This design comes from an exercise in tuning for small area, a short achievable clock period and few clock cycles per item on the open sky130 flow, not from production work. The RTL was checked by simulation tests, not by an equivalence proof against the original design.

===== flow/flow/run.sh =====
#!/bin/bash
# The standard layout (the standard.sh: ORFS synthesis to finish, unchanged
# scripts and constraints) with three knobs changed for a shorter achieved
# period: the ports get buf_2 buffers (not delay buffers), sizing may swap
# cells of different footprints, and the timing repair aims at a setup slack
# of 7.8 ns.
set -euo pipefail
bash standard.sh SETUP_SLACK_MARGIN=7.8 MATCH_CELL_FOOTPRINT=0 \
    "BUFFER_PORTS_ARGS=-buffer_cell sky130_fd_sc_hd__buf_2" finish > standard.log 2>&1

===== flow/standard.sh =====
#!/bin/bash
# synth_recipe.tcl (not shown) runs the flow's synth.tcl, then flattens the netlist and writes it again
# the make line also repeats each setting of config.mk as NAME=value (left out here)
make -C /OpenROAD-flow-scripts/flow DESIGN_CONFIG=/design/flow/config.mk WORK_HOME=/design/flow/orfs CLKGATE_MAP_FILE= SYNTH_SCRIPT=/design/flow/synth_recipe.tcl "${@:-finish}"

===== flow/config.mk =====
export PLATFORM = sky130hd
export DESIGN_NAME = modsynth
export DESIGN_NICKNAME = modsynth
export VERILOG_FILES = /design/flow/design.v
export SDC_FILE = /design/flow/constraint.sdc
export NUM_CORES = 4
export LEC_CHECK = 0
export ABC_AREA = 1
export CAP_MARGIN = 20
export CORE_MARGIN = 2
export CORE_UTILIZATION = 60
export SLEW_MARGIN = 20
export SYNTH_MEMORY_MAX_BITS = 65536

===== flow/constraint.sdc =====
create_clock -name core_clock -period 14.0 [get_ports {clk}]
set_input_delay 2.8000 -clock core_clock [delete_from_list [all_inputs] [get_ports {clk}]]
set_output_delay 2.8000 -clock core_clock [all_outputs]
set_load 0.01 [all_outputs]

===== flow/design.v =====
module modsynth_csa #(parameter W = 8) (
    input  wire [W-1:0] a,
    input  wire [W-1:0] b,
    input  wire [W-1:0] c,
    output wire [W-1:0] s,
    output wire [W-1:0] k
);
    assign s = a ^ b ^ c;
    assign k = {(a[W-2:0] & b[W-2:0]) | (c[W-2:0] & (a[W-2:0] ^ b[W-2:0])), 1'b0};
endmodule
module modsynth (
    input  wire        clk,
    input  wire        rst,
    input  wire        cmd_valid,
    output wire        cmd_ready,
    input  wire [2:0]  cmd_data,
    output wire        smp_valid,
    input  wire        smp_ready,
    output wire [15:0] smp_data
);
    reg        busy;    
    reg        f2;      
    reg        half;    
    reg        neg;     
    reg        dir;     
    reg  [8:0] x;       
    reg [15:0] g_q;       
    reg        smp_neg;   
    assign cmd_ready = ~busy & ~rst;
    assign smp_valid =  busy & ~rst;
    wire accept = cmd_valid & cmd_ready & (cmd_data[2:1] != 2'b11);
    wire emit   = smp_valid & smp_ready;
    wire last   = ~dir & (x == (f2 ? 9'd4 : 9'd10)) & (smp_neg != neg);
    wire        wrap  = f2 ? (dir ? (x >= 9'd508) : (x >= 9'd496))
                           : (dir ? (x >= 9'd502) : (x >= 9'd490));
    wire [5:0]  step  = f2 ? (wrap ? (dir ? 6'd5 : 6'd28) : 6'd4)
                           : (wrap ? (dir ? 6'd11 : 6'd34) : 6'd10);
    wire [8:0]  x_n   = x + {3'd0, step};
    wire        dir_n = dir ^ wrap;
    wire        neg_n = neg ^ (wrap & dir);
    wire [8:0]  a     = x ^ {9{dir}};
    wire [5:0] ah = a[8:3];
    wire [2:0] al = a[2:0];
    wire [19:0] tb;
    wire [9:0] ts;
    wire [1:0] tr;
    modsynth_tab u_tab (.a(a), .tb(tb), .ts(ts), .tr(tr));
    wire [19:0] p0 = {10'd0, ts & {10{al[0]}}};
    wire [19:0] p1 = {9'd0, ts & {10{al[1]}}, 1'b0};
    wire [19:0] p2 = {8'd0, ts & {10{al[2]}}, 2'b0};
    wire [2:0] c2 = half ? (neg ? 3'd0 : 3'd4) : (neg ? 3'd1 : 3'd3);    
    wire [2:0] e  = {1'b0, tr} + c2;
    wire [19:0] p3 = {14'd0, e, 3'd0};
    wire [19:0] s1, k1, s2, k2, s3, k3;
    modsynth_csa #(20) u_c1 (tb, p0, p1, s1, k1);
    modsynth_csa #(20) u_c2 (s1, k1, p2, s2, k2);
    modsynth_csa #(20) u_c3 (s2, k2, p3, s3, k3);
    wire [19:0] fx = s3 + k3;
    wire [15:0] y   = fx[19:4];
    wire [15:0] ys  = half ? {g_q[15], g_q[15:1]} : g_q;
    assign smp_data = ys ^ {16{smp_neg}};
    always @(posedge clk) begin
        if (rst)
            busy <= 1'b0;
        else if (accept)
            busy <= 1'b1;
        else if (emit && last)
            busy <= 1'b0;
    end
    always @(posedge clk) begin
        if (accept) begin
            f2    <= (cmd_data == 3'b010);
            half  <= (cmd_data == 3'b000);
            neg   <= (cmd_data == 3'b100);
            dir   <= 1'b0;
            x     <= (cmd_data == 3'b010) ? 9'd4 : 9'd10;
            g_q     <= {16{cmd_data == 3'b100}};
            smp_neg <= (cmd_data == 3'b100);
        end else if (emit) begin
            x     <= x_n;
            dir   <= dir_n;
            neg   <= neg_n;
            g_q     <= y;
            smp_neg <= neg;
        end
    end
endmodule
module modsynth_tab (
    input  wire [8:0] a,
    output wire [19:0] tb,
    output wire [9:0] ts,
    output wire [1:0] tr
);
    wire new_n42, new_n43, new_n44, new_n45, new_n46, new_n47, new_n48, new_n49, new_n50, new_n51, new_n52, new_n53, new_n54, new_n55, new_n56, new_n57, new_n58, new_n59, new_n60, new_n61, new_n62, new_n63, new_n64, new_n65, new_n66, new_n67, new_n68, new_n69, new_n70, new_n71, new_n72, new_n73, new_n75, new_n76, new_n77, new_n78, new_n79, new_n80, new_n81, new_n82, new_n83, new_n84, new_n85, new_n86, new_n87, new_n89, new_n90, new_n91, new_n92, new_n93, new_n94, new_n95, new_n96, new_n97, new_n98, new_n99, new_n100, new_n101, new_n102, new_n103, new_n104, new_n105, new_n106, new_n107, new_n108, new_n109, new_n110, new_n111, new_n112, new_n114, new_n115, new_n116, new_n117, new_n118, new_n119, new_n120, new_n121, new_n122, new_n123, new_n124, new_n125, new_n126, new_n127, new_n128, new_n129, new_n130, new_n131, new_n133, new_n134, new_n135, new_n136, new_n137, new_n138, new_n139, new_n140, new_n141, new_n142, new_n143, new_n144, new_n145, new_n146, new_n147, new_n148, new_n149, new_n151, new_n152, new_n153, new_n154, new_n155, new_n156, new_n157, new_n158, new_n159, new_n160, new_n161, new_n162, new_n163, new_n164, new_n165, new_n166, new_n167, new_n168, new_n169, new_n170, new_n171, new_n172, new_n173, new_n174, new_n175, new_n176, new_n177, new_n178, new_n180, new_n181, new_n182, new_n183, new_n184, new_n185, new_n186, new_n187, new_n188, new_n189, new_n190, new_n191, new_n192, new_n193, new_n194, new_n195, new_n196, new_n197, new_n198, new_n200, new_n201, new_n202, new_n203, new_n204, new_n205, new_n206, new_n207, new_n208, new_n209, new_n210, new_n211, new_n212, new_n213, new_n214, new_n215, new_n216, new_n217, new_n218, new_n219, new_n220, new_n221, new_n222, new_n223, new_n224, new_n225, new_n226, new_n228, new_n229, new_n230, new_n231, new_n232, new_n233, new_n234, new_n235, new_n236, new_n237, new_n238, new_n239, new_n240, new_n241, new_n242, new_n243, new_n245, new_n246, new_n247, new_n248, new_n249, new_n250, new_n251, new_n253, new_n254, new_n255, new_n256, new_n257, new_n258, new_n259, new_n260, new_n261, new_n262, new_n263, new_n264, new_n265, new_n266, new_n268, new_n269, new_n270, new_n271, new_n272, new_n273, new_n274, new_n275, new_n276, new_n277, new_n278, new_n279, new_n280, new_n281, new_n282, new_n283, new_n284, new_n285, new_n286, new_n287, new_n289, new_n290, new_n291, new_n292, new_n293, new_n294, new_n295, new_n296, new_n297, new_n298, new_n299, new_n300, new_n301, new_n302, new_n304, new_n305, new_n306, new_n307, new_n308, new_n309, new_n310, new_n311, new_n312, new_n313, new_n314, new_n315, new_n317, new_n318, new_n319, new_n320, new_n321, new_n322, new_n323, new_n324, new_n325, new_n326, new_n327, new_n328, new_n329, new_n330, new_n331, new_n333, new_n334, new_n335, new_n336, new_n337, new_n338, new_n339, new_n340, new_n341, new_n342, new_n343, new_n344, new_n345, new_n346, new_n347, new_n349, new_n350, new_n351, new_n352, new_n353, new_n354, new_n355, new_n356, new_n357, new_n358, new_n359, new_n361, new_n362, new_n363, new_n364, new_n365, new_n366, new_n367, new_n368, new_n369, new_n371, new_n372, new_n373, new_n374, new_n375, new_n377, new_n379, new_n380, new_n381, new_n382, new_n383, new_n384, new_n385, new_n386, new_n387, new_n388, new_n389, new_n390, new_n391, new_n392, new_n394, new_n395, new_n396, new_n397, new_n398, new_n399, new_n400, new_n401, new_n403, new_n404, new_n405, new_n406, new_n407, new_n408, new_n409, new_n410, new_n411, new_n412, new_n413, new_n415, new_n416, new_n417, new_n418, new_n419, new_n420, new_n421, new_n422, new_n423, new_n424, new_n425, new_n426, new_n427, new_n428, new_n429, new_n431, new_n432, new_n433, new_n434, new_n435, new_n436, new_n437, new_n438, new_n439, new_n440, new_n441, new_n442, new_n444, new_n445, new_n446, new_n447, new_n448, new_n449, new_n450, new_n451, new_n452, new_n453, new_n455, new_n456, new_n458, new_n459, new_n460, new_n461, new_n464, new_n465, new_n466, new_n467, new_n468, new_n469, new_n470, new_n471, new_n472, new_n473, new_n474, new_n475, new_n476, new_n477, new_n478, new_n479, new_n480, new_n481, new_n482, new_n483, new_n484, new_n485, new_n486, new_n487, new_n488, new_n489, new_n490, new_n491, new_n492, new_n493, new_n494, new_n495, new_n496, new_n497, new_n498, new_n499, new_n500, new_n501, new_n502, new_n503, new_n504, new_n505, new_n506, new_n507, new_n508, new_n509, new_n510, new_n511, new_n512, new_n513, new_n514, new_n515, new_n516, new_n517, new_n518, new_n519, new_n520, new_n521, new_n522, new_n523, new_n524, new_n525, new_n526, new_n527, new_n528, new_n529, new_n530, new_n531, new_n532, new_n533, new_n534, new_n535, new_n536, new_n537, new_n538, new_n539, new_n540, new_n541, new_n542, new_n543, new_n544, new_n545, new_n546, new_n547, new_n548, new_n549, new_n550, new_n551, new_n552, new_n553, new_n554, new_n555, new_n556, new_n557, new_n558, new_n559, new_n560, new_n561, new_n562, new_n563, new_n564, new_n565, new_n567, new_n568, new_n569, new_n570, new_n571;
    assign new_n42 = a[4] & ~a[5];
    assign new_n43 = a[5] & ~a[6];
    assign new_n44 = ~a[4] & new_n43;
    assign new_n45 = ~new_n42 & ~new_n44;
    assign new_n46 = a[6] & a[7];
    assign new_n47 = ~a[6] & ~a[7];
    assign new_n48 = ~new_n46 & ~new_n47;
    assign new_n49 = ~new_n45 & ~new_n48;
    assign new_n50 = a[8] & new_n49;
    assign new_n51 = a[7] & ~a[8];
    assign new_n52 = ~a[3] & ~a[4];
    assign new_n53 = new_n51 & new_n52;
    assign new_n54 = a[5] & new_n53;
    assign new_n55 = ~a[3] & a[8];
    assign new_n56 = ~new_n45 & new_n55;
    assign new_n57 = ~new_n54 & ~new_n56;
    assign new_n58 = ~new_n50 & new_n57;
    assign new_n59 = ~a[6] & ~a[8];
    assign new_n60 = a[4] & ~new_n59;
    assign new_n61 = a[3] & a[5];
    assign new_n62 = ~a[7] & new_n61;
    assign new_n63 = ~a[4] & ~a[6];
    assign new_n64 = ~a[8] & new_n63;
    assign new_n65 = new_n62 & ~new_n64;
    assign new_n66 = ~new_n60 & new_n65;
    assign new_n67 = a[6] & ~a[8];
    assign new_n68 = a[5] & a[7];
    assign new_n69 = ~a[5] & ~a[7];
    assign new_n70 = ~new_n68 & ~new_n69;
    assign new_n71 = ~a[3] & ~new_n70;
    assign new_n72 = new_n67 & new_n71;
    assign new_n73 = ~new_n66 & ~new_n72;
    assign ts[0] = new_n58 & new_n73;
    assign new_n75 = ~a[3] & a[4];
    assign new_n76 = ~a[5] & ~a[8];
    assign new_n77 = new_n75 & new_n76;
    assign new_n78 = ~a[5] & ~a[6];
    assign new_n79 = a[3] & ~a[4];
    assign new_n80 = new_n51 & new_n79;
    assign new_n81 = new_n78 & new_n80;
    assign new_n82 = ~new_n77 & ~new_n81;
    assign new_n83 = a[4] & a[5];
    assign new_n84 = a[6] & new_n83;
    assign new_n85 = ~a[8] & new_n84;
    assign new_n86 = new_n82 & ~new_n85;
    assign new_n87 = a[7] & ~new_n81;
    assign tb[2] = new_n86 | new_n87;
    assign new_n89 = ~a[7] & ~a[8];
    assign new_n90 = ~a[3] & a[6];
    assign new_n91 = new_n89 & new_n90;
    assign new_n92 = ~new_n80 & ~new_n91;
    assign new_n93 = ~a[5] & ~new_n92;
    assign new_n94 = a[6] & a[8];
    assign new_n95 = a[7] & new_n94;
    assign new_n96 = a[4] & new_n95;
    assign new_n97 = ~new_n93 & ~new_n96;
    assign new_n98 = new_n68 & new_n94;
    assign new_n99 = a[5] & ~a[8];
    assign new_n100 = ~a[6] & new_n99;
    assign new_n101 = a[4] & new_n100;
    assign new_n102 = ~new_n98 & ~new_n101;
    assign new_n103 = a[3] & ~new_n102;
    assign new_n104 = ~a[6] & new_n55;
    assign new_n105 = ~a[6] & a[8];
    assign new_n106 = ~new_n75 & ~new_n105;
    assign new_n107 = new_n69 & ~new_n106;
    assign new_n108 = ~new_n104 & ~new_n107;
    assign new_n109 = ~new_n54 & new_n108;
    assign new_n110 = ~new_n103 & new_n109;
    assign new_n111 = new_n97 & new_n110;
    assign new_n112 = tb[2] & new_n111;
    assign tb[0] = ts[0] & new_n112;
    assign new_n114 = a[6] & ~new_n76;
    assign new_n115 = a[6] & ~a[7];
    assign new_n116 = ~a[4] & new_n105;
    assign new_n117 = ~new_n84 & ~new_n116;
    assign new_n118 = ~a[7] & ~new_n117;
    assign new_n119 = ~new_n115 & ~new_n118;
    assign new_n120 = ~new_n114 & ~new_n119;
    assign new_n121 = a[3] & a[4];
    assign new_n122 = ~new_n68 & new_n94;
    assign new_n123 = ~new_n100 & ~new_n122;
    assign new_n124 = new_n121 & ~new_n123;
    assign new_n125 = a[7] & new_n124;
    assign new_n126 = a[5] & a[8];
    assign new_n127 = ~new_n76 & ~new_n126;
    assign new_n128 = a[6] & new_n79;
    assign new_n129 = ~new_n127 & new_n128;
    assign new_n130 = new_n109 & ~new_n129;
    assign new_n131 = ~new_n125 & new_n130;
    assign tb[1] = ~new_n120 & new_n131;
    assign new_n133 = ~new_n96 & ~new_n121;
    assign new_n134 = a[3] & ~new_n99;
    assign new_n135 = ~new_n105 & new_n134;
    assign new_n136 = ~new_n133 & ~new_n135;
    assign new_n137 = ~a[3] & ~a[6];
    assign new_n138 = ~new_n126 & ~new_n137;
    assign new_n139 = a[7] & ~new_n138;
    assign new_n140 = ~new_n53 & ~new_n139;
    assign new_n141 = ~a[5] & a[6];
    assign new_n142 = ~new_n43 & ~new_n141;
    assign new_n143 = new_n89 & new_n142;
    assign new_n144 = ~a[4] & ~a[5];
    assign new_n145 = a[3] & ~a[8];
    assign new_n146 = ~new_n144 & ~new_n145;
    assign new_n147 = new_n115 & ~new_n146;
    assign new_n148 = ~new_n143 & ~new_n147;
    assign new_n149 = new_n140 & new_n148;
    assign tb[3] = ~new_n136 & new_n149;
    assign new_n151 = a[7] & a[8];
    assign new_n152 = ~new_n89 & ~new_n151;
    assign new_n153 = new_n141 & new_n152;
    assign new_n154 = ~a[7] & new_n100;
    assign new_n155 = ~new_n153 & ~new_n154;
    assign new_n156 = a[4] & ~new_n155;
    assign new_n157 = a[8] & new_n156;
    assign new_n158 = ~a[6] & a[7];
    assign new_n159 = a[3] & ~a[5];
    assign new_n160 = new_n158 & new_n159;
    assign new_n161 = ~new_n91 & ~new_n160;
    assign new_n162 = new_n76 & ~new_n161;
    assign new_n163 = ~a[5] & a[7];
    assign new_n164 = new_n55 & new_n163;
    assign new_n165 = ~new_n162 & ~new_n164;
    assign new_n166 = ~a[4] & ~new_n165;
    assign new_n167 = ~new_n99 & ~new_n144;
    assign new_n168 = new_n47 & new_n167;
    assign new_n169 = ~new_n84 & ~new_n168;
    assign new_n170 = a[3] & ~new_n169;
    assign new_n171 = a[5] & ~a[7];
    assign new_n172 = ~a[8] & new_n171;
    assign new_n173 = ~a[4] & new_n172;
    assign new_n174 = new_n137 & new_n171;
    assign new_n175 = ~new_n98 & ~new_n174;
    assign new_n176 = ~new_n173 & new_n175;
    assign new_n177 = ~new_n170 & new_n176;
    assign new_n178 = ~new_n166 & new_n177;
    assign tb[4] = ~new_n157 & new_n178;
    assign new_n180 = ~a[7] & a[8];
    assign new_n181 = a[5] & a[6];
    assign new_n182 = ~new_n49 & ~new_n181;
    assign new_n183 = new_n180 & ~new_n182;
    assign new_n184 = ~a[6] & new_n52;
    assign new_n185 = a[6] & ~new_n52;
    assign new_n186 = new_n99 & ~new_n185;
    assign new_n187 = ~a[8] & ~new_n115;
    assign new_n188 = ~new_n121 & ~new_n141;
    assign new_n189 = new_n187 & new_n188;
    assign new_n190 = ~new_n186 & ~new_n189;
    assign new_n191 = ~new_n184 & ~new_n190;
    assign new_n192 = ~a[3] & a[7];
    assign new_n193 = ~a[6] & new_n144;
    assign new_n194 = new_n192 & new_n193;
    assign new_n195 = new_n121 & new_n141;
    assign new_n196 = ~new_n151 & new_n195;
    assign new_n197 = ~new_n194 & ~new_n196;
    assign new_n198 = ~new_n191 & new_n197;
    assign tb[14] = ~new_n183 & new_n198;
    assign new_n200 = ~a[3] & ~tb[14];
    assign new_n201 = ~new_n75 & ~new_n79;
    assign new_n202 = ~new_n105 & ~new_n172;
    assign new_n203 = new_n201 & ~new_n202;
    assign new_n204 = new_n84 & new_n145;
    assign new_n205 = ~new_n203 & ~new_n204;
    assign new_n206 = ~new_n200 & ~new_n205;
    assign new_n207 = a[6] & new_n75;
    assign new_n208 = ~new_n94 & ~new_n137;
    assign new_n209 = a[5] & ~new_n145;
    assign new_n210 = new_n208 & new_n209;
    assign new_n211 = ~new_n207 & ~new_n210;
    assign new_n212 = ~a[7] & ~new_n99;
    assign new_n213 = ~new_n211 & new_n212;
    assign new_n214 = ~a[5] & new_n79;
    assign new_n215 = ~new_n95 & ~new_n214;
    assign new_n216 = ~new_n63 & ~new_n84;
    assign new_n217 = ~new_n215 & new_n216;
    assign new_n218 = ~a[5] & new_n53;
    assign new_n219 = new_n80 & ~new_n142;
    assign new_n220 = new_n46 & new_n52;
    assign new_n221 = new_n55 & new_n69;
    assign new_n222 = ~new_n220 & ~new_n221;
    assign new_n223 = ~new_n219 & new_n222;
    assign new_n224 = ~new_n218 & new_n223;
    assign new_n225 = ~new_n217 & new_n224;
    assign new_n226 = ~new_n213 & new_n225;
    assign tb[5] = ~new_n206 & new_n226;
    assign new_n228 = new_n48 & ~new_n76;
    assign new_n229 = ~new_n94 & ~new_n228;
    assign new_n230 = new_n75 & ~new_n229;
    assign new_n231 = ~new_n75 & ~new_n172;
    assign new_n232 = ~new_n157 & new_n231;
    assign new_n233 = ~new_n230 & ~new_n232;
    assign new_n234 = ~new_n79 & ~new_n218;
    assign new_n235 = ~new_n70 & new_n228;
    assign new_n236 = ~new_n78 & ~new_n235;
    assign new_n237 = ~new_n234 & new_n236;
    assign new_n238 = ~new_n62 & ~new_n164;
    assign new_n239 = ~a[6] & ~new_n238;
    assign new_n240 = ~new_n210 & ~new_n239;
    assign new_n241 = ~a[6] & new_n151;
    assign new_n242 = new_n240 & new_n241;
    assign new_n243 = new_n69 & new_n184;
    assign tb[18] = ~a[8] & new_n243;
    assign new_n245 = ~a[8] & new_n121;
    assign new_n246 = new_n158 & new_n245;
    assign new_n247 = new_n83 & new_n95;
    assign new_n248 = ~new_n246 & ~new_n247;
    assign new_n249 = ~tb[18] & new_n248;
    assign new_n250 = ~new_n242 & new_n249;
    assign new_n251 = ~new_n237 & new_n250;
    assign tb[6] = new_n233 | ~new_n251;
    assign new_n253 = new_n168 & ~new_n183;
    assign new_n254 = new_n52 & ~new_n171;
    assign new_n255 = ~new_n180 & new_n254;
    assign new_n256 = new_n71 & ~new_n167;
    assign new_n257 = ~new_n255 & new_n256;
    assign new_n258 = ~new_n85 & ~new_n218;
    assign new_n259 = ~new_n52 & new_n68;
    assign new_n260 = ~new_n46 & ~new_n259;
    assign new_n261 = ~a[3] & new_n141;
    assign new_n262 = ~new_n83 & ~new_n261;
    assign new_n263 = ~new_n260 & new_n262;
    assign new_n264 = new_n258 & ~new_n263;
    assign new_n265 = new_n240 & new_n264;
    assign new_n266 = ~new_n257 & new_n265;
    assign tb[7] = ~new_n253 & new_n266;
    assign new_n268 = a[3] & new_n63;
    assign new_n269 = new_n68 & ~new_n268;
    assign new_n270 = new_n105 & new_n269;
    assign new_n271 = new_n46 & new_n145;
    assign new_n272 = ~new_n221 & ~new_n271;
    assign new_n273 = ~new_n141 & ~new_n272;
    assign new_n274 = ~new_n162 & ~new_n273;
    assign new_n275 = ~new_n270 & new_n274;
    assign new_n276 = new_n83 & new_n158;
    assign new_n277 = new_n60 & ~new_n114;
    assign new_n278 = ~new_n276 & ~new_n277;
    assign new_n279 = ~a[3] & ~new_n278;
    assign new_n280 = ~new_n80 & ~new_n173;
    assign new_n281 = new_n79 & new_n94;
    assign new_n282 = ~a[7] & new_n281;
    assign new_n283 = ~new_n61 & ~new_n75;
    assign new_n284 = new_n95 & new_n283;
    assign new_n285 = ~new_n282 & ~new_n284;
    assign new_n286 = new_n280 & new_n285;
    assign new_n287 = ~new_n279 & new_n286;
    assign tb[8] = new_n275 & new_n287;
    assign new_n289 = ~new_n83 & ~new_n145;
    assign new_n290 = ~a[7] & ~new_n121;
    assign new_n291 = ~new_n289 & new_n290;
    assign new_n292 = new_n258 & ~new_n291;
    assign new_n293 = ~new_n75 & ~new_n126;
    assign new_n294 = new_n158 & new_n293;
    assign new_n295 = ~new_n245 & new_n294;
    assign new_n296 = ~new_n137 & new_n143;
    assign new_n297 = ~new_n295 & ~new_n296;
    assign new_n298 = new_n292 & new_n297;
    assign new_n299 = a[5] & new_n105;
    assign new_n300 = ~new_n147 & ~new_n299;
    assign new_n301 = ~a[3] & ~new_n300;
    assign new_n302 = ~new_n50 & ~new_n301;
    assign tb[9] = new_n298 & new_n302;
    assign new_n304 = new_n144 & new_n152;
    assign new_n305 = new_n61 & ~new_n152;
    assign new_n306 = ~new_n89 & ~new_n305;
    assign new_n307 = ~new_n201 & ~new_n306;
    assign new_n308 = ~new_n304 & ~new_n307;
    assign new_n309 = ~a[6] & ~new_n308;
    assign new_n310 = ~new_n122 & ~new_n276;
    assign new_n311 = ~a[3] & ~new_n310;
    assign new_n312 = ~new_n67 & ~new_n121;
    assign new_n313 = new_n171 & ~new_n312;
    assign new_n314 = ~new_n271 & ~new_n313;
    assign new_n315 = ~new_n311 & new_n314;
    assign tb[10] = ~new_n309 & new_n315;
    assign new_n317 = new_n59 & new_n69;
    assign new_n318 = ~new_n282 & ~new_n317;
    assign new_n319 = ~new_n75 & new_n318;
    assign new_n320 = ~a[7] & ~new_n94;
    assign new_n321 = new_n75 & ~new_n100;
    assign new_n322 = new_n320 & new_n321;
    assign new_n323 = ~new_n319 & ~new_n322;
    assign new_n324 = new_n55 & new_n139;
    assign new_n325 = ~new_n79 & ~new_n137;
    assign new_n326 = ~new_n48 & new_n325;
    assign new_n327 = new_n269 & ~new_n326;
    assign new_n328 = new_n62 & new_n67;
    assign new_n329 = ~new_n327 & ~new_n328;
    assign new_n330 = ~new_n324 & new_n329;
    assign new_n331 = new_n97 & new_n330;
    assign tb[11] = new_n323 | ~new_n331;
    assign new_n333 = ~a[4] & new_n99;
    assign new_n334 = new_n55 & ~new_n255;
    assign new_n335 = ~new_n333 & ~new_n334;
    assign new_n336 = ~a[6] & ~new_n335;
    assign new_n337 = a[3] & new_n235;
    assign new_n338 = new_n76 & new_n326;
    assign new_n339 = ~a[4] & a[5];
    assign new_n340 = ~new_n42 & ~new_n339;
    assign new_n341 = new_n115 & ~new_n121;
    assign new_n342 = new_n340 & new_n341;
    assign new_n343 = ~new_n99 & ~new_n158;
    assign new_n344 = new_n79 & ~new_n343;
    assign new_n345 = ~new_n342 & ~new_n344;
    assign new_n346 = ~new_n338 & new_n345;
    assign new_n347 = ~new_n337 & new_n346;
    assign tb[12] = ~new_n336 & new_n347;
    assign new_n349 = new_n55 & new_n144;
    assign new_n350 = new_n100 & new_n201;
    assign new_n351 = ~new_n349 & ~new_n350;
    assign new_n352 = new_n82 & new_n351;
    assign new_n353 = a[8] & ~new_n260;
    assign new_n354 = ~new_n118 & ~new_n353;
    assign new_n355 = ~a[3] & new_n143;
    assign new_n356 = a[6] & ~new_n70;
    assign new_n357 = ~new_n201 & new_n356;
    assign new_n358 = ~new_n355 & ~new_n357;
    assign new_n359 = new_n354 & new_n358;
    assign tb[13] = ~new_n352 | ~new_n359;
    assign new_n361 = new_n59 & new_n259;
    assign new_n362 = ~new_n168 & ~new_n361;
    assign new_n363 = ~new_n296 & new_n362;
    assign new_n364 = a[5] & new_n52;
    assign new_n365 = a[6] & new_n121;
    assign new_n366 = ~new_n364 & ~new_n365;
    assign new_n367 = new_n89 & ~new_n366;
    assign new_n368 = ~new_n121 & new_n153;
    assign new_n369 = ~new_n367 & ~new_n368;
    assign tb[15] = new_n363 & new_n369;
    assign new_n371 = ~new_n163 & ~new_n255;
    assign new_n372 = ~a[6] & ~new_n371;
    assign new_n373 = ~new_n77 & ~new_n144;
    assign new_n374 = ~new_n187 & new_n373;
    assign new_n375 = ~new_n94 & ~new_n374;
    assign tb[16] = new_n372 | ~new_n375;
    assign new_n377 = ~a[8] & ~new_n243;
    assign tb[17] = ~new_n260 | ~new_n377;
    assign new_n379 = new_n71 & ~new_n141;
    assign new_n380 = ~new_n63 & ~new_n365;
    assign new_n381 = ~new_n84 & ~new_n160;
    assign new_n382 = new_n380 & new_n381;
    assign new_n383 = ~new_n379 & new_n382;
    assign new_n384 = ~a[8] & ~new_n383;
    assign new_n385 = a[7] & ~new_n122;
    assign new_n386 = ~new_n371 & ~new_n385;
    assign new_n387 = new_n180 & new_n185;
    assign new_n388 = new_n121 & new_n299;
    assign new_n389 = ~new_n62 & ~new_n388;
    assign new_n390 = ~new_n387 & new_n389;
    assign new_n391 = ~new_n386 & new_n390;
    assign new_n392 = new_n58 & new_n391;
    assign ts[1] = new_n384 | ~new_n392;
    assign new_n394 = ~tb[1] & ~new_n291;
    assign new_n395 = new_n47 & ~new_n203;
    assign new_n396 = new_n62 & new_n94;
    assign new_n397 = ~new_n276 & ~new_n281;
    assign new_n398 = ~new_n246 & new_n397;
    assign new_n399 = ~new_n396 & new_n398;
    assign new_n400 = new_n109 & new_n399;
    assign new_n401 = ~new_n395 & new_n400;
    assign ts[2] = new_n394 | ~new_n401;
    assign new_n403 = new_n52 & ~new_n320;
    assign new_n404 = ~new_n304 & new_n403;
    assign new_n405 = ~new_n124 & ~new_n404;
    assign new_n406 = ~new_n156 & new_n405;
    assign new_n407 = ~new_n77 & ~new_n305;
    assign new_n408 = new_n208 & ~new_n407;
    assign new_n409 = ~new_n75 & new_n141;
    assign new_n410 = new_n180 & new_n409;
    assign new_n411 = ~new_n158 & ~new_n410;
    assign new_n412 = new_n214 & ~new_n411;
    assign new_n413 = ~new_n408 & ~new_n412;
    assign ts[3] = ~new_n406 | ~new_n413;
    assign new_n415 = a[7] & new_n307;
    assign new_n416 = ~a[4] & ~new_n46;
    assign new_n417 = ~new_n192 & ~new_n416;
    assign new_n418 = ~new_n184 & ~new_n417;
    assign new_n419 = new_n76 & ~new_n418;
    assign new_n420 = new_n55 & ~new_n68;
    assign new_n421 = ~new_n115 & new_n420;
    assign new_n422 = ~new_n410 & ~new_n421;
    assign new_n423 = new_n318 & new_n422;
    assign new_n424 = a[4] & ~new_n61;
    assign new_n425 = new_n127 & new_n424;
    assign new_n426 = ~new_n260 & new_n425;
    assign new_n427 = ~new_n367 & ~new_n426;
    assign new_n428 = new_n423 & new_n427;
    assign new_n429 = ~new_n419 & new_n428;
    assign ts[4] = new_n415 | ~new_n429;
    assign new_n431 = a[7] & ~new_n84;
    assign new_n432 = ~new_n129 & new_n431;
    assign new_n433 = ~new_n67 & new_n121;
    assign new_n434 = ~new_n127 & new_n433;
    assign new_n435 = ~new_n61 & new_n116;
    assign new_n436 = ~new_n434 & ~new_n435;
    assign new_n437 = new_n432 & new_n436;
    assign new_n438 = ~a[7] & ~new_n281;
    assign new_n439 = ~new_n277 & new_n438;
    assign new_n440 = ~new_n437 & ~new_n439;
    assign new_n441 = new_n48 & new_n333;
    assign new_n442 = ~new_n207 & ~new_n441;
    assign ts[5] = ~new_n440 & new_n442;
    assign new_n444 = new_n172 & new_n365;
    assign new_n445 = ~new_n299 & ~new_n444;
    assign new_n446 = ~new_n259 & ~new_n445;
    assign new_n447 = new_n94 & ~new_n121;
    assign new_n448 = new_n70 & new_n447;
    assign new_n449 = ~new_n446 & ~new_n448;
    assign new_n450 = new_n42 & ~new_n411;
    assign new_n451 = ~new_n181 & new_n380;
    assign new_n452 = new_n51 & ~new_n451;
    assign new_n453 = ~new_n450 & ~new_n452;
    assign ts[6] = ~new_n449 | ~new_n453;
    assign new_n455 = ~new_n116 & new_n158;
    assign new_n456 = ~new_n368 & ~new_n455;
    assign ts[7] = ~new_n445 | ~new_n456;
    assign new_n458 = a[7] & ~new_n116;
    assign new_n459 = new_n69 & new_n105;
    assign new_n460 = ~new_n68 & ~new_n459;
    assign new_n461 = ~new_n204 & new_n460;
    assign ts[8] = ~new_n458 & new_n461;
    assign ts[9] = ~a[8] | new_n459;
    assign new_n464 = a[0] & ~a[1];
    assign new_n465 = ~a[2] & a[3];
    assign new_n466 = ~a[2] & ~new_n83;
    assign new_n467 = ~a[3] & ~new_n466;
    assign new_n468 = ~new_n340 & new_n467;
    assign new_n469 = ~new_n465 & ~new_n468;
    assign new_n470 = new_n464 & ~new_n469;
    assign new_n471 = ~new_n52 & ~new_n340;
    assign new_n472 = ~a[1] & a[2];
    assign new_n473 = a[1] & ~a[2];
    assign new_n474 = ~new_n472 & ~new_n473;
    assign new_n475 = ~a[2] & a[5];
    assign new_n476 = ~new_n465 & new_n475;
    assign new_n477 = ~new_n474 & ~new_n476;
    assign new_n478 = ~new_n471 & new_n477;
    assign new_n479 = a[2] & ~a[4];
    assign new_n480 = ~a[0] & new_n479;
    assign new_n481 = ~new_n478 & new_n480;
    assign new_n482 = ~a[0] & a[1];
    assign new_n483 = new_n42 & new_n482;
    assign new_n484 = new_n52 & new_n473;
    assign new_n485 = new_n94 & ~new_n484;
    assign new_n486 = ~new_n483 & new_n485;
    assign new_n487 = ~new_n481 & new_n486;
    assign new_n488 = ~new_n470 & new_n487;
    assign new_n489 = a[2] & new_n83;
    assign new_n490 = ~a[1] & ~new_n489;
    assign new_n491 = new_n467 & ~new_n490;
    assign new_n492 = ~a[1] & a[3];
    assign new_n493 = ~new_n83 & new_n492;
    assign new_n494 = ~new_n479 & new_n493;
    assign new_n495 = new_n144 & new_n474;
    assign new_n496 = ~new_n144 & ~new_n464;
    assign new_n497 = ~new_n482 & new_n496;
    assign new_n498 = ~new_n495 & ~new_n497;
    assign new_n499 = ~new_n494 & new_n498;
    assign new_n500 = ~new_n491 & new_n499;
    assign new_n501 = ~a[0] & a[5];
    assign new_n502 = a[2] & new_n75;
    assign new_n503 = new_n501 & new_n502;
    assign new_n504 = new_n105 & ~new_n503;
    assign new_n505 = ~new_n500 & new_n504;
    assign new_n506 = new_n84 & new_n464;
    assign new_n507 = new_n87 & ~new_n506;
    assign new_n508 = ~new_n505 & new_n507;
    assign new_n509 = ~new_n488 & new_n508;
    assign new_n510 = ~new_n90 & new_n340;
    assign new_n511 = a[3] & ~new_n181;
    assign new_n512 = ~a[0] & ~new_n193;
    assign new_n513 = ~new_n511 & new_n512;
    assign new_n514 = ~new_n510 & new_n513;
    assign new_n515 = ~a[1] & new_n340;
    assign new_n516 = ~new_n474 & ~new_n515;
    assign new_n517 = ~new_n514 & new_n516;
    assign new_n518 = a[0] & new_n63;
    assign new_n519 = ~new_n476 & new_n518;
    assign new_n520 = new_n517 & ~new_n519;
    assign new_n521 = a[2] & ~new_n339;
    assign new_n522 = ~new_n207 & new_n521;
    assign new_n523 = ~new_n472 & ~new_n522;
    assign new_n524 = ~new_n364 & new_n464;
    assign new_n525 = ~new_n513 & ~new_n524;
    assign new_n526 = ~new_n523 & ~new_n525;
    assign new_n527 = ~a[8] & ~new_n526;
    assign new_n528 = ~new_n520 & new_n527;
    assign new_n529 = new_n509 & ~new_n528;
    assign new_n530 = ~a[6] & ~new_n478;
    assign new_n531 = ~new_n214 & ~new_n466;
    assign new_n532 = new_n482 & ~new_n531;
    assign new_n533 = ~new_n144 & new_n524;
    assign new_n534 = ~new_n532 & ~new_n533;
    assign new_n535 = new_n530 & new_n534;
    assign new_n536 = ~a[7] & ~new_n535;
    assign new_n537 = new_n159 & ~new_n497;
    assign new_n538 = ~new_n83 & new_n472;
    assign new_n539 = ~new_n537 & new_n538;
    assign new_n540 = ~new_n424 & new_n521;
    assign new_n541 = a[3] & ~new_n475;
    assign new_n542 = ~a[4] & ~new_n541;
    assign new_n543 = ~new_n540 & ~new_n542;
    assign new_n544 = new_n482 & ~new_n543;
    assign new_n545 = ~a[3] & ~new_n475;
    assign new_n546 = a[0] & ~new_n545;
    assign new_n547 = new_n515 & new_n546;
    assign new_n548 = new_n473 & ~new_n501;
    assign new_n549 = new_n424 & new_n548;
    assign new_n550 = new_n485 & ~new_n549;
    assign new_n551 = ~new_n547 & new_n550;
    assign new_n552 = ~new_n544 & new_n551;
    assign new_n553 = ~new_n539 & new_n552;
    assign new_n554 = new_n536 & ~new_n553;
    assign new_n555 = ~new_n43 & ~new_n465;
    assign new_n556 = a[0] & ~new_n511;
    assign new_n557 = ~new_n555 & new_n556;
    assign new_n558 = ~new_n261 & ~new_n557;
    assign new_n559 = new_n517 & ~new_n558;
    assign new_n560 = ~new_n52 & ~new_n137;
    assign new_n561 = new_n472 & new_n501;
    assign new_n562 = new_n560 & new_n561;
    assign new_n563 = ~a[8] & ~new_n562;
    assign new_n564 = ~new_n559 & new_n563;
    assign new_n565 = new_n554 & ~new_n564;
    assign tr[0] = new_n529 | new_n565;
    assign new_n567 = ~new_n59 & ~new_n84;
    assign new_n568 = ~new_n204 & ~new_n567;
    assign new_n569 = ~new_n536 & new_n568;
    assign new_n570 = ~new_n474 & ~new_n554;
    assign new_n571 = ~new_n569 & new_n570;
    assign tr[1] = ~new_n509 & new_n571;
    assign tb[19] = tb[18];
endmodule

==> results of run 1 <==
-- through the flow --
step / hold slack (ns) / area (sq um)
floorplan: 0.553 / 5720
global placement: 0.553 / 5800
detailed placement: 0.576 / 5800
CTS: 0.586 / 5940
global route: 0.652 / 6420
finish: 0.595 / 6420
-- worst max-delay path, delay by kind of cell, from the launching register on --
family	cells	cell delay, ns
DFF	1	0.44
AOI/OAI and AO/OA	6	0.95
and+or+nand+nor	13	2.58
buffers and inverters	4	0.33
adders and majority gates	4	1.71
-- layout by cell type, fill, tap and decap left out, types with 3 or more instances in the layout --
cell type  instances
nand2_1          186
o21ai_1            8
buf_4             30
clkbuf_8           5
nor4_1             7
o31ai_1            5
o2111ai_1          7
nand2_2           19
o21bai_1           3
ha_1              30
nor3_1            23
edfxtp_1          29
nand2_8            6
a31oi_1            6
nor2_2             9
o21ai_0           53
nand3_1           38
o22ai_1            3
inv_2             10
nor2_1           112
nand4_1            9
nand2_4           16
buf_2             24
nor2_4            10
nand3_2            5
xor2_1            17
inv_1            101
a21oi_1           51
nor3_2             3
o211ai_1           5
buf_12             3
xnor2_1            3
fa_1              24
-- synthesized netlist by cell type, types with 2 or more instances --
cell | count | share of area [%]
nand2_1 | 194 | 13
nor2_1 | 118 | 7.7
inv_1 | 103 | 6.8
o21ai_0 | 54 | 4.7
a21oi_1 | 52 | 4.5
nand3_1 | 39 | 3.4
ha_1 | 30 | 6.6
edfxtp_1 | 29 | 15
nor3_1 | 26 | 2.3
fa_1 | 25 | 8.7
nand2_2 | 20 | 2.2
xor2_1 | 17 | 2.6
nand2_4 | 11 | 2.2
inv_2 | 10 | 0.66
clkbuf_1 | 9 | 0.59
nand4_1 | 9 | 0.98
nor2_4 | 8 | 1.6
buf_6 | 7 | 1.4
nor4_1 | 7 | 0.76
o2111ai_1 | 7 | 1.1
o21ai_1 | 7 | 0.61
a31oi_1 | 6 | 0.66
buf_2 | 6 | 0.52
nor2_2 | 5 | 0.55
o211ai_1 | 5 | 0.66
o31ai_1 | 5 | 0.66
nand3_2 | 4 | 0.70
o21bai_1 | 3 | 0.39
o22ai_1 | 3 | 0.33
xnor2_1 | 3 | 0.46
a22oi_1 | 2 | 0.26
a41oi_1 | 2 | 0.31
buf_1 | 2 | 0.13
buf_12 | 2 | 0.70
dfxtp_1 | 2 | 0.70
nand3b_1 | 2 | 0.26
o21a_1 | 2 | 0.26
o311ai_0 | 2 | 0.31
o41ai_1 | 2 | 0.31
or2_2 | 2 | 0.22
xnor2_4 | 2 | 0.96
-- layer usage --
metal / GRT usage (%) / wire length, um
met5: 0 / 0
met4: 19.6 / 1850
met3: 16.8 / 3510
met2: 62.9 / 9440
met1: 49.3 / 7610
-- state kept, by name, indices dropped and copies added (netlist names) --
signal / cells
busy: 1
dir: 1
f2: 1
g_q: 16
half: 1
neg: 1
smp_neg: 1
x: 9
-- cell families (layout without fill, tap and decap cells) --
kind of cell               Yosys count  after routing  synth area share [%]
buffers and inverters              145            182                  11.5
and+or+nand+nor                    449            451                  36.4
AOI/OAI and AO/OA                  161            161                  16.6
xor gates and xnor gates            23             23                  4.31
adders and majority gates           55             55                  15.3
DFF                                 31             31                  15.9
-- layout make-up --
class / instances / area share (%)
Multi-Input combinational cell: 690 / 68.0
Sequential cell: 31 / 14.2
Clock inverter: 3 / 0.604
Tap cell: 129 / 2.51
Clock buffer: 5 / 1.07
Inverter: 117 / 7.30
Timing Repair Buffer: 57 / 6.31
-- what timing repair did --
item,4_1_cts,5_1_grt
setup buffers,1,31
hold buffers,0,0
gates resized for setup,9,44
pin swaps,1,10
endpoints found under the setup margin,15,9
cloned,0,2
-- worst paths after layout --
path,to,slack [ns],cells after the start
max,g_q[13],7.70,27
min,busy,0.60,4
max reg2reg,g_q[13],7.70,27
min reg2reg,busy,0.60,4
==> out/results.ini, run 1 <==
[run_status]
status = no timing/DRC/antenna violations

[critical_path]
required_ns = 14.03
path_max_fanout = 18
r2r_start = x[7]
critPathMaxStageDelay_ns = 0.55
critPathLaunchType = register
crit_start = x[7]
crit_path_end_kind = register
arrival_ns = 6.33
crit_type = register to register
crit_top_cell = nand2_1
cpMaxStageDelayCell = nor2_1

[yosys]
synth_cells = 864
synthesis.nets = 926
synth-warning-count = 1
synth_seq_cells = 31
ys_seq_area_share_pct = 15.9
synth-edff-count = 29
async_flop_share_pct = 0
syn-cell-area_sq_um = 5720
ys_types = 61
synth_flop_cell = edfxtp_1
syn_avg_cell_area_sq_um = 6.63

[clock_network]
clk_latency_ns = 0.29
clk_pin_slew_ns = 0.07
root_buffer = clkbuf_8
clock-sinks = 31
ctsLongestPathBuffers = 2
htree_levels = 2
cts_buffers = 5
cts_tree = built

[worst_hold_path]
hold_class = register to register
hp-start = busy

[timing]
rsz0062_at_grt = no
max_freq_mhz = 159
tightest_slew_ns = 0.936
slew_violations = 0
finalSetupViolCount = 0
fin_ws_ns = 7.70
final.period_utilization_pct = 45.0
relSlewSlack_pct = 37.0
finalHoldViolations = 0
setup_tns_ns = 0
clock-skew-final_ns = 0.00385
min_period_ns = 6.30

[detailed_routing]
drc = 0
vias = 7021
wl_per_cell_um = 21.7
dr.first_iter.drc_count = 1511
ant_nets = 0
via_per_inst = 6.80
totalWireLength_mm = 22.4
firstDrtPassIters = 23

[finish]
fin_nets = 964
area_delta_synth_final_pct = 12.2
n_fill_cell = 741
layout-drive-gt1-share_pct = 17.9
multi_input_area_sq_um = 4370
regArea_sq_um = 915
final_util_pct = 69.5
diodes = 0
stdcell_count = 1032

[placement]
place_ws_ns = 6.99
hpwlAfterDp_mm = 15.8
port_buffers = 24
globalplace.congestion = 1.25
place_inst = 990

[floorplan]
design.core.area_sq_um = 9240
die_w_um = 102
ioPinCount = 25
start_util_pct = 61.9
rows = 35
die_h_um = 102
dieArea_sq_um = 10300

[global_routing]
grt_pass1_wl_mm = 32.4
grtUsageTotal_pct = 40.7
grt_max_degree = 28
grt_pass1_vias = 6206
grt_overflow = 0
antenna_found_initial = 0

[flow_run]
max_cap_viol_count = 0

Testbench counts, summed over its fixed seeds: cycles 128,128, items 128,000.
==> run 2, diff against run 1 <==
--- a/flow/flow/run.sh
+++ b/flow/flow/run.sh
@@ -4,6 +4,6 @@
 # period: the ports get buf_2 buffers (not delay buffers), sizing may swap
 # cells of different footprints, and the timing repair aims at a setup slack
-# of 7.8 ns.
+# of 8.0 ns.
 set -euo pipefail
-bash standard.sh SETUP_SLACK_MARGIN=7.8 MATCH_CELL_FOOTPRINT=0 \
+bash standard.sh SETUP_SLACK_MARGIN=8.0 MATCH_CELL_FOOTPRINT=0 \
     "BUFFER_PORTS_ARGS=-buffer_cell sky130_fd_sc_hd__buf_2" finish > standard.log 2>&1
--- a/flow/config.mk
+++ b/flow/config.mk
@@ -8,6 +8,7 @@
 export ABC_AREA = 1
 export CAP_MARGIN = 20
+export CELL_PAD_IN_SITES_DETAIL_PLACEMENT = 1
 export CORE_MARGIN = 2
-export CORE_UTILIZATION = 60
+export CORE_UTILIZATION = 52
 export SLEW_MARGIN = 20
 export SYNTH_MEMORY_MAX_BITS = 65536
==> run 2 against run 1 <==
The run now fails in global routing (5_1_grt); synthesized cell count is the same; synthesized area is the same.
==> out/results.ini, run 2 <==
[yosys]
synth_area_leaders = edfxtp_1 (15%), nand2_1 (13%), fa_1 (8.7%)  ; unchanged
synth_top_cell_by_area = edfxtp_1  ; unchanged
synth_common_cells = nand2_1 (194), nor2_1 (118), inv_1 (103)  ; unchanged
ys_types = 61  ; unchanged
synth_seq_cells = 31  ; unchanged
async_flop_share_pct = 0  ; unchanged
synth_top_area_share_pct = 15.2  ; unchanged
syn_avg_cell_area_sq_um = 6.63  ; unchanged
synth_cells = 864  ; unchanged
syn-cell-area_sq_um = 5720  ; unchanged
yosysMostFrequentCell = nand2_1  ; unchanged
ys_seq_area_share_pct = 15.9  ; unchanged
synth-edff-count = 29  ; unchanged
synth_flop_cell = edfxtp_1  ; unchanged
synth-warning-count = 1  ; unchanged
synthesis.nets = 926  ; unchanged

[global_routing]
grtUsageTotal_pct = 74.2
grt_max_degree = 28
grt_pass1_vias = 9522
grt_pass1_wl_mm = 63.1
grt_overflow = 100

[placement]
place_ws_ns = 6.34  ; was 6.99 ns
globalplace.congestion = 1.12  ; was 1.25
hpwlAfterDp_mm = 24.3  ; was 15.8 mm
port_buffers = 24  ; unchanged

[clock_network]
htree_levels = 2  ; unchanged
cts_buffers = 5  ; unchanged
root_buffer = clkbuf_8  ; unchanged
clock-sinks = 31  ; unchanged
ctsLongestPathBuffers = 2  ; unchanged

[floorplan]
ioPinCount = 25  ; unchanged
rows = 38  ; was 35
die_h_um = 109  ; was 102 um
start_util_pct = 53.0  ; was 61.9%
die_w_um = 109  ; was 102 um

[run_status]
status = aborted with a tool error  ; was no timing/DRC/antenna violations
stop_error = [ERROR GRT-0116] Global routing finished with congestion. Check the congestion regions in the DRC Viewer.
stop_stage = global routing (5_1_grt)

-- run 2: cell counts after synthesis --
Identical to the previous run, type by type.
-- run 2: metrics by stage --
step | cells | hold slack (ns) | cell area (sq um)
2_1_floorplan | 864 | 0.553 | 5720
3_3_place_gp | 1000 | 0.556 | 5810
3_5_place_dp | 1000 | 0.556 | 5810
4_1_cts | 1067 | 0.643 | 6690
-- run 2: cell families after synthesis --
group	after synthesis	synth area share, %
simple gates	449	36.4
compound gates	161	16.6
buf+inv	145	11.5
fa+ha+maj	55	15.3
flops	31	15.9
xor+xnor	23	4.31
-- run 2: repair_timing --
action                                  4_1_cts
setup buffers                                57
hold buffers                                  0
endpoints found under the setup margin       18
gates resized for setup                      84
gates cloned                                  2
pin swaps                                    26
-- run 2: layer usage --
metal | GRT usage [%] | GRT overflow
met3 | 56.9 | 3
met5 | 31.3 | 0
met1 | 72.2 | 1
met4 | 78.6 | 48
met2 | 91.6 | 48
-- run 2: how the worst min path moves through the flow --
stage / end / slack (ns) / cells past startpoint
2_1_floorplan: busy / 0.55 / 4
3_3_place_gp: busy / 0.56 / 4
3_5_place_dp: busy / 0.56 / 4
4_1_cts: busy / 0.64 / 4
==> run 3, diff against run 2 <==
--- a/flow/config.mk
+++ b/flow/config.mk
@@ -8,7 +8,6 @@
 export ABC_AREA = 1
 export CAP_MARGIN = 20
-export CELL_PAD_IN_SITES_DETAIL_PLACEMENT = 1
 export CORE_MARGIN = 2
-export CORE_UTILIZATION = 52
+export CORE_UTILIZATION = 55
 export SLEW_MARGIN = 20
 export SYNTH_MEMORY_MAX_BITS = 65536
==> run 3 against run 2 <==
The run now finishes clean; synthesized cell count is the same; synthesized area is the same.
==> out/results.ini, run 3 <==
[run_status]
status = no timing/DRC/antenna violations  ; was aborted with a tool error

[timing]
min_period_ns = 5.98
fin_ws_ns = 8.02
finalSetupViolCount = 0
setup_tns_ns = 0
clock-skew-final_ns = 0.00567
whs_ns = 0.588
final.period_utilization_pct = 42.7
tightest_slew_ns = 1.19
slew_violations = 0
finalHoldViolations = 0
relSlewSlack_pct = 18.6
rsz0062_at_grt = yes
max_freq_mhz = 167

[yosys]
synth_common_cells = nand2_1 (194), nor2_1 (118), inv_1 (103)  ; unchanged
ys_types = 61  ; unchanged
ys_seq_area_share_pct = 15.9  ; unchanged
synthesis.nets = 926  ; unchanged
synth_area_leaders = edfxtp_1 (15%), nand2_1 (13%), fa_1 (8.7%)  ; unchanged
syn-cell-area_sq_um = 5720  ; unchanged
synth-edff-count = 29  ; unchanged
synth-warning-count = 1  ; unchanged
synth_top_cell_by_area = edfxtp_1  ; unchanged
synth_flop_cell = edfxtp_1  ; unchanged
syn_avg_cell_area_sq_um = 6.63  ; unchanged
synth_top_area_share_pct = 15.2  ; unchanged
yosysMostFrequentCell = nand2_1  ; unchanged
synth_cells = 864  ; unchanged
synth_seq_cells = 31  ; unchanged
async_flop_share_pct = 0  ; unchanged

[finish]
final_cell_mix = nand2_1 (179), nor2_1 (110), inv_1 (94)
n_fill_cell = 867
fin_nets = 984
top_regs = g_q: 16 flops, x: 9 flops
largest_reg_flops = 16
layout-drive-gt1-share_pct = 22.2
mostFrequentLayoutCell = nand2_1
area_delta_synth_final_pct = 16.3
top_register = g_q
diodes = 0
stdcell_count = 1059

[detailed_routing]
wl_per_cell_um = 22.0
firstDrtPassIters = 28
drc = 0
via_per_inst = 6.68
vias = 7077
dr.first_iter.drc_count = 1840
totalWireLength_mm = 23.3
ant_nets = 0

[clock_network]
cts_hold_buf = 0  ; unchanged
cts_tree = built
cts_buffers = 5  ; unchanged
clk_latency_ns = 0.29
root_buffer = clkbuf_8  ; unchanged
clk_pin_slew_ns = 0.07
htree_levels = 2  ; unchanged
clock-sinks = 31  ; unchanged
ctsLongestPathBuffers = 2  ; unchanged

[global_routing]
grt_pass1_wl_mm = 32.2
grtUsageTotal_pct = 36.6
grt_max_degree = 28
antenna_found_initial = 0
grt_pass1_vias = 6143
grt_overflow = 0

[floorplan]
rows = 37  ; was 38
dieArea_sq_um = 11200
ioPinCount = 25  ; unchanged
start_util_pct = 55.9  ; was 53.0%
die_h_um = 106  ; was 109 um
design.core.area_sq_um = 10200
die_w_um = 106  ; was 109 um

[critical_path]
required_ns = 11.20
crit_type = primary input to output port
path_max_fanout = 3
arrival_ns = 3.18
crit_path_end_kind = output port
critPathLaunchType = primary input

[placement]
hpwlAfterDp_mm = 16.2  ; was 24.3 mm
place_inst = 996  ; was 1000
port_buffers = 24  ; unchanged
place_ws_ns = 7.14  ; was 6.34 ns
globalplace.congestion = 1.24  ; was 1.12

[worst_hold_path]
hold_class = register to register

[flow_run]
max_cap_viol_count = 0

## run 3: cell counts after synthesis
No cell type changed its count.
## run 3: critical path: stages
cell    delay [ns]
buf_2         0.12
nor2_4        0.12
buf_2         0.14
## run 3: per-layer routing
layer | vias to the layer above | GRT usage, % | part of all wire, %
li1 | 2987 | - | -
met1 | 3168 | 46.3 | 35
met2 | 705 | 58.2 | 42
met3 | 215 | 12.7 | 15
met4 | 2 | 12.7 | 7.6
met5 | - | 0 | 0.17
## run 3: per-stage QoR
| stage | area, sq um | utilization, % |
|---|---|---|
| 6_report | 6660 | 65.1 |
| 4_1_cts | 6050 | 59.2 |
| 5_1_grt | 6660 | 65.1 |
| 3_5_place_dp | 5800 | 56.7 |
| 3_3_place_gp | 5800 | 56.7 |
| 2_1_floorplan | 5720 | - |
## run 3: path summary, 6_finish.rpt
kind	slack, ns	from	endpoint	depth (start not counted)
max reg2reg	8.11	x[8]	g_q[13]	28
min	0.59	busy	busy	4
max	8.02	rst	smp_valid	3
min reg2reg	0.59	busy	busy	4
## run 3: logic make-up after synthesis
group / after synthesis / share of synthesized area, %
XOR/XNOR: 23 / 4.31
adder cells (fa/ha/maj): 55 / 15.3
AO/OA/AOI/OAI: 161 / 16.6
buffers and inverters: 145 / 11.5
flip-flops: 31 / 15.9
AND/OR/NAND/NOR: 449 / 36.4
## run 3: cell type report
type,count,area [sq um],area share [%]
Clock buffer,5,68.8,1.03
Clock inverter,3,15.0,0.225
Inverter,117,477,7.16
Multi-Input combinational cell,693,4460,67.0
Sequential cell,31,915,13.7
Tap cell,136,170,2.56
Timing Repair Buffer,74,549,8.25
## run 3: repair_timing
action | 4_1_cts | 5_1_grt
buffers inserted | 12 | 38
cloned | 0 | 5
gates resized for setup | 12 | 68
endpoints found under the setup margin | 17 | 11
pin swaps | 2 | 18

[port drivers added, routing unchanged]
No port has a modelled driver above. Below, the same layouts with a new extraction and two added sets of constraints.
Step 1 assumes that a clkbuf_16 drives the clock port and a buf_2 every other input.
Step 2 times the ports against the registers' clock, not the clock port: input delays grow and output delays shrink by t, the midpoint of the rising clock arrivals with the driver on.
Slacks: ideal / step 1 / step 2; pairs: ideal / step 1.
run	t, ns	setup slack, ns	worst setup path after step 2	clock arrival spread, ns	slew at the worst register clock pin (ns)
run 1	0.318	7.703 / 7.703 / 7.703	register to register	0.003 / 0.003	0.07 / 0.07
run 3	0.310	8.021 / 8.000 / 8.000	input to output	0.006 / 0.006	0.07 / 0.07
After both steps setup and hold are still met in every run listed. The setup slack of run 3, which loses most, moves by -0.021 ns with the drivers and by -0.021 ns with both steps.
